What follows belongs to an exercise in optimizing a design on an open flow for small area, a short achievable clock period and few clock cycles; a production flow would make more cautious choices.
No activity file was given, so power comes from the tool's default toggle rates.

// vpe_stripe_solver
module vpe_stripe_solver (
  input             clk,
  input             rst_n,
  input             start,
  input             cfg_scheme,      
  input      [3:0]  cfg_ngroups,     
  input      [47:0] cfg_gsize,       
  input      [63:0] fail_data,       
  input      [7:0]  fail_lp,         
  input             fail_gp,         
  output            busy,
  output            done,
  output     [1:0]  cls_rollup,
  output     [15:0] cls_group,       
  output     [1:0]  cls_gp,
  output            rd_valid,
  output     [5:0]  rd_slot,
  input             rd_ready,
  input      [31:0] rd_data,
  output            out_valid,
  output     [5:0]  out_slot,
  output     [31:0] out_data,
  input             out_ready
);
  localparam [1:0] C_OK = 2'd0, C_REC = 2'd1, C_DL = 2'd2;
  localparam [4:0] S_IDLE  = 5'd0,  S_DONE  = 5'd1,  S_ANA0 = 5'd2,  S_ANA  = 5'd3,
                   S_PLAN  = 5'd4,  S_TGP   = 5'd5,  S_LJT  = 5'd6,  S_HT   = 5'd7,
                   S_TLOW  = 5'd8,  S_LJA   = 5'd9,  S_HA   = 5'd10, S_TUP  = 5'd11,
                   S_SOLVE = 5'd12, S_EMI   = 5'd13, S_EMJ  = 5'd14, S_LJL  = 5'd15,
                   S_LPJ   = 5'd16, S_EMLPT = 5'd17, S_GPE  = 5'd18, S_END  = 5'd19, S_DISP = 5'd20;
  ...
Size: ~380 flip-flops, ~230 I/O pins, roughly 34,000 um^2 of cells after synthesis.
Settings: LEC_CHECK=0, CAP_MARGIN=20, CORE_MARGIN=2, CORE_UTILIZATION=40, SLEW_MARGIN=20; clock period 14.0 ns.
run.sh (not shown) runs the stock make flow with config.mk's settings and CLKGATE_MAP_FILE= SYNTH_SCRIPT=/design/flow/synth_recipe.tcl, a recipe that flattens the netlist after the stock synthesis.
Change:
--- a/flow/design.v
+++ b/flow/design.v
@@ -127,22 +127,24 @@
   reg         r_modeT, r_modeG, r_tc;
   reg  [5:0]  r_gpslot;
   reg  [2:0]  g;               
   reg  [5:0]  s;               
   reg  [5:0]  send;            
   reg  [5:0]  pslot;           
   reg         first;           
   reg         lpv;             
   reg  [5:0]  fslot;           
   reg  [5:0]  ireg, jreg;      
   reg         seenj;
+  reg         cf_r;            
+  reg         fj, xlp;         
   reg  [2:0]  bcnt;
   reg  [31:0] A, T, P, V;
   reg         ovalid;
   reg  [5:0]  oslot;
   integer k;
   reg  [7:0]  gvalid, nle0, pok, loc_m, lpr_m, tgt_m, dl_m, rec_m;
   reg  [1:0]  gcls [0:7];
   reg  [2:0]  t;
   reg         modeT, modeG, tc, any_dl, any_rec;
   reg  [1:0]  qcls, rollup;
   reg  [15:0] cls_group_r;
@@ -268,33 +270,34 @@
   end
   reg [2:0] agrp;
   always @* begin : agr
     integer i;
     agrp = 3'd0;
     for (i = 0; i < 7; i = i + 1)
       if (E[i] <= fa) agrp = agrp + 3'd1;
   end
   wire cf      = fd[s];           
   wire st_lj   = (st == S_LJT) || (st == S_LJA) || (st == S_LJL);
   wire st_h    = (st == S_HT) || (st == S_HA);
-  wire rd_en   = st_lj || (st == S_LPJ) || (st == S_TGP) ||
-                 (st_h && (lpv || !cf)) ||
-                 (st == S_TLOW && !cf) ||
-                 (st == S_TUP && (!cf || (r_tc && !seenj)));
-  wire rsel    = (st_lj && cf) || (st == S_TGP) || (st_h && lpv) || (st == S_TUP && cf);
+  wire rd_en   = st_lj || (st == S_LPJ) || (st == S_TGP) || st_h ||
+                 (st == S_TLOW) || (st == S_TUP);
+  wire rsel    = (st_lj && (xlp || (!first && cf_r))) || (st == S_TGP) || (st_h && lpv) ||
+                 (st == S_TUP && !first && cf_r && r_tc && seenj);
+  wire fj_eff  = fj || (first && cf);
   wire stall   = ovalid && !out_ready;
   wire adv     = !stall && (!rd_en || rd_ready);
   reg vend;
   always @* begin
     case (st)
-      S_LJT, S_LJA, S_LJL, S_LPJ: vend = (s == send);
+      S_LJT, S_LJA, S_LJL:        vend = xlp || (s == send && !fj_eff);
+      S_LPJ:                      vend = (s == send);
       S_HT, S_HA:                 vend = lpv || (s == send);
       S_TLOW:                     vend = cf;
       S_TUP:                      vend = cf && (!r_tc || seenj);
       S_SOLVE:                    vend = (bcnt == 3'd0);
       default:                    vend = 1'b1;
     endcase
   end
   wire [31:0] p_base = first ? 32'd0 : P;
   wire [31:0] pn     = p_base ^ rd_data;
   wire [31:0] hx     = (lpv || !cf) ? rd_data : P;         
   wire [31:0] th     = T ^ hx;
@@ -365,54 +368,59 @@
             st <= S_DISP;
           else
             st <= S_DONE;
         end
         S_END: begin
           if (!stall) st <= S_DONE;
         end
         default: begin
           if (adv) begin
             case (st)
               S_LJT, S_LJA, S_LJL, S_LPJ: begin
-                P <= pn;
-                if (cf) fslot <= s;
+                if (!xlp && first && cf) begin
+                  P  <= 32'd0;               
+                  fj <= 1'b1;
+                end else
+                  P <= pn;
+                if (!xlp && cf) fslot <= s;
+                if (st != S_LPJ && s == send && fj_eff) xlp <= 1'b1;
                 if (vend && st != S_LJA) begin
                   V      <= pn;
                   ovalid <= 1'b1;
-                  oslot  <= (st == S_LPJ) ? pslot : cf ? s : fslot;
+                  oslot  <= (st == S_LPJ) ? pslot : (cf && !xlp) ? s : fslot;
                 end
               end
               S_TGP: T <= rd_data;
               S_HT:  T <= tnext;
               S_HA:  A <= amul ^ hx;
               S_TLOW: begin
                 if (!cf) begin
                   T <= tnext;
                   P <= pn;
                 end else begin
                   ireg <= s;
                   V    <= p_base;
                 end
               end
               S_TUP: begin
                 if (!cf) begin
                   A <= amul ^ rd_data;
                   P <= pn;
                 end else if (r_tc && !seenj) begin
                   A     <= amul;
-                  P     <= pn;
+                  P     <= p_base;
                   jreg  <= s;
                   seenj <= 1'b1;
                 end else begin
                   A    <= amul;
-                  P    <= p_base;
+                  P    <= r_tc ? pn : p_base;    
                   ireg <= s;
                 end
               end
               S_SOLVE: begin
                 if (bcnt == 3'd7) begin
                   A <= rsol;
                   T <= cval[7] ? rsol : 32'd0;
                 end else
                   T <= mul2w(T) ^ (cval[bcnt] ? A : 32'd0);
                 bcnt <= bcnt - 3'd1;
               end
@@ -439,26 +447,30 @@
             endcase
             first <= 1'b0;
             if (vend) begin
               st    <= nx_st;
               g     <= nx_g;
               s     <= nx_s;
               send  <= nx_send;
               pslot <= nx_pslot;
               lpv   <= scheme && !flp[nx_g];
               first <= 1'b1;
               seenj <= 1'b0;
+              fj    <= 1'b0;
+              xlp   <= 1'b0;
               bcnt  <= 3'd7;
               if (entering_a) A <= 32'd0;
-            end else
-              s  <= s_step;
+            end else if (!(st_lj && s == send)) begin
+              s    <= s_step;
+              cf_r <= fd[s_step];
+            end
           end
         end
       endcase
     end
   end
   assign busy       = !(st == S_IDLE || st == S_DONE);
   assign done       = (st == S_DONE);
   assign rd_valid   = rd_en;
   assign rd_slot    = rsel ? pslot : s;
   assign out_valid  = ovalid;
   assign out_slot   = oslot;
Result:
- The changed run passed the timing, design-rule and antenna checks
- design area grows by 1.5%
- power grows by 12%
- final cell count shrinks by 0.62%
- clock skew shrinks by 0.0032 ns
- die area grows by 1.3%
- synthesized area grows by 1.3%
- utilization hardly moves
- flip-flop and latch count grows by 3
- maximum frequency grows by 19%
No functional check of the RTL was part of any run of this note.

==> port drivers added, routing unchanged <==
The results above use ideal ports. As a check the final layouts listed here were re-extracted and re-timed, cells and wires unchanged.
Step 1: set_driving_cell puts a clkbuf_16 on clk and a buf_2 on each other input, an assumption about the parent block.
Step 2, shift: input delay + t, output delay - t, t = (earliest + latest rising clock arrival at the registers) / 2. This alone moves slack from input paths to output paths.
Slacks: no drivers / after step 1 / after step 2; pairs: no drivers / after step 1.
run | t, ns | setup WS [ns] | worst register clock-pin slew, ns | worst data-port slew with drivers (ns) | pins driven straight from the clock port
the first run | 0.667 | 5.576 / 5.512 / 6.179 | 0.07 / 0.07 | 0.11 | 1
the second run | 0.696 | 6.904 / 6.904 / 6.904 | 0.07 / 0.07 | 0.13 | 1
After both steps every run listed still meets setup and hold.
